From an optimization exercise on the open Yosys and OpenROAD flow, aimed at small area; shortcuts taken in it are not production practice. The RTL was checked by simulation tests, not by an equivalence proof against the original design. Power and IR drop assume default switching activity. The flow treats the clock pin as an ideal source, which a real chip does not have.

==> flow/design.v (excerpt) <==
module jk2_frame_decoder #(
    parameter integer LEN_LIMIT = 100,             
    parameter integer CAP       = LEN_LIMIT + 3,   
    parameter integer AW        = 9
) (
    input  wire          clk,
    input  wire          rst,
    input  wire          in_valid,
    input  wire [7:0]    in_byte,
    output wire          in_ready,
    input  wire          take,
    output wire          frame_valid,
    output wire [2:0]    state,
    output wire [AW-1:0] count,
    output wire [AW-1:0] frame_len,
    input  wire [AW-1:0] rd_addr,
    output wire [7:0]    rd_data,
    output wire [3:0]    evt
);
    localparam [2:0] ST_EMPTY = 3'd0;
    localparam [2:0] ST_SAW1  = 3'd1;
    localparam [2:0] ST_AWLEN = 3'd2;
    localparam [2:0] ST_ACC   = 3'd3;
    localparam [2:0] ST_COMP  = 3'd4;
    localparam [3:0] EV_NONE       = 4'd0;
    localparam [3:0] EV_SKIP       = 4'd1;
    localparam [3:0] EV_PUSH       = 4'd2;
    localparam [3:0] EV_COMPLETE   = 4'd3;
    localparam [3:0] EV_HDR2_ERR   = 4'd4;
    localparam [3:0] EV_LEN_REJECT = 4'd5;
    localparam [3:0] EV_RESYNC     = 4'd6;
    localparam [3:0] EV_CSUM_ERR   = 4'd7;
    localparam [3:0] EV_TAKEN      = 4'd9;
    localparam integer LO = 3;         
    localparam integer HI = CAP - 2;   
    reg [2:0] st;
    reg [6:0] cnt;
    reg [6:0] lbyte;     
    reg [3:0] ev;
    reg [7:0] csum;      
    reg       last_aa;   
    reg [7:0] mem [LO:HI];
    reg [2:0] st_n;
    reg [6:0] cnt_n;
    reg [3:0] ev_n;
    wire st_awlen = (st == ST_AWLEN);
    wire st_acc   = (st == ST_ACC);
    wire st_comp  = (st == ST_COMP);
    wire [6:0] len     = lbyte + 7'd4;
    wire [6:0] cnt_inc = cnt + 1'b1;
    wire b_aa    = (in_byte == 8'hAA);
    wire b_55    = (in_byte == 8'h55);
    wire len_ok  = (in_byte != 8'd0) && (in_byte < LEN_LIMIT);
    wire is_last = (cnt_inc == len);
    wire csum_ok = (csum == in_byte);
    always @(*) begin
        st_n  = st;
        cnt_n = cnt;
        ev_n  = EV_NONE;
        if (st > ST_COMP) begin
            st_n  = ST_EMPTY;
            cnt_n = 7'd0;
        end else if (st_comp) begin
            if (take) begin
                st_n  = ST_EMPTY;
                cnt_n = 7'd0;
  ...
Size in the first run: roughly 1600 cells after synthesis, ~30000 um^2 of cells after synthesis.
clock: 20.0 ns
lec_check: 0
cap_margin: 40
core_margin: 2
core_utilization: 60
cts_buf_list: sky130_fd_sc_hd__clkbuf_16
cts_cluster_diameter: 100
cts_cluster_size: 30
place_density: 0.7
slew_margin: 40
synth_hierarchical: 1
standard.sh (not shown) runs the stock make flow with config.mk's settings and CLKGATE_MAP_FILE= SYNTH_SCRIPT=/design/flow/synth_recipe.tcl, a recipe that flattens the netlist after the stock synthesis.
==> flow/flow/run.sh <==
#!/bin/bash
# Own layout flow: the standard flow (standard.sh, unchanged synthesis,
# floorplan, power grid and routing) with two placement/CTS arguments changed:
#  - port buffers use the smallest buffer (buf_1) instead of the default pick;
#  - clock tree: larger sink clusters of clkbuf_16 and no dummy loads.
# The full make output goes to standard_finish.log in this folder; ORFS keeps
# each step's own log under orfs/logs/.
set -euo pipefail
bash standard.sh \
  "BUFFER_PORTS_ARGS=-buffer_cell sky130_fd_sc_hd__buf_1" \
  "CTS_ARGS=-sink_clustering_enable -repair_clock_nets -buf_list sky130_fd_sc_hd__clkbuf_16 -sink_clustering_size 30 -sink_clustering_max_diameter 100 -dont_use_dummy_load" \
  finish > standard_finish.log 2>&1
Rerun with:
==> flow/run.sh (new file) <==
#!/bin/bash
# synth_recipe.tcl (not shown) runs the flow's synth.tcl, then flattens the netlist and writes it again
# the make line also repeats each setting of config.mk as NAME=value (left out here)
make -C /OpenROAD-flow-scripts/flow DESIGN_CONFIG=/design/flow/config.mk WORK_HOME=/design/flow/orfs CLKGATE_MAP_FILE= SYNTH_SCRIPT=/design/flow/synth_recipe.tcl finish
removed: flow/flow/run.sh
removed: flow/standard.sh
What happened: Synthesized area stays the same. Total power is higher slightly. Core utilization rises by 0.60 points. Sequential power stays flat. Count of clock-buffer cells in the layout climbs by 1. Hold slack improves by 0.019 ns. Flip-flop and latch count stays the same. Cell area rose slightly. Clock power grows by a few percent. Via count hardly moves.

==> static timing again, ports no longer ideal <==
The results above use ideal ports. As a check the final layouts listed here were re-extracted and re-timed, cells and wires unchanged.
Step 1 sets driving cells, clkbuf_16 on the clock port and buf_2 on the other inputs (assumed; they add their load-dependent delay and slew).
Step 2, shift: input delay + t, output delay - t, t = (earliest + latest rising clock arrival at the registers) / 2. This alone moves slack from input paths to output paths.
Slacks: no drivers / after step 1 / after step 2; pairs: no drivers / after step 1.
| run | t (ns) | setup WS [ns] | hold slack, ns |
|---|---|---|---|
| the first run | 0.665 | 8.553 / 8.464 / 8.464 | 0.641 / 0.641 / 0.641 |
| the second run | 0.686 | 7.707 / 7.675 / 7.675 | 0.660 / 0.660 / 0.660 |
After both steps setup and hold are still met in every run listed. For the first run, which loses most, drivers alone change the setup slack by -0.089 ns; drivers and shift together by -0.089 ns.
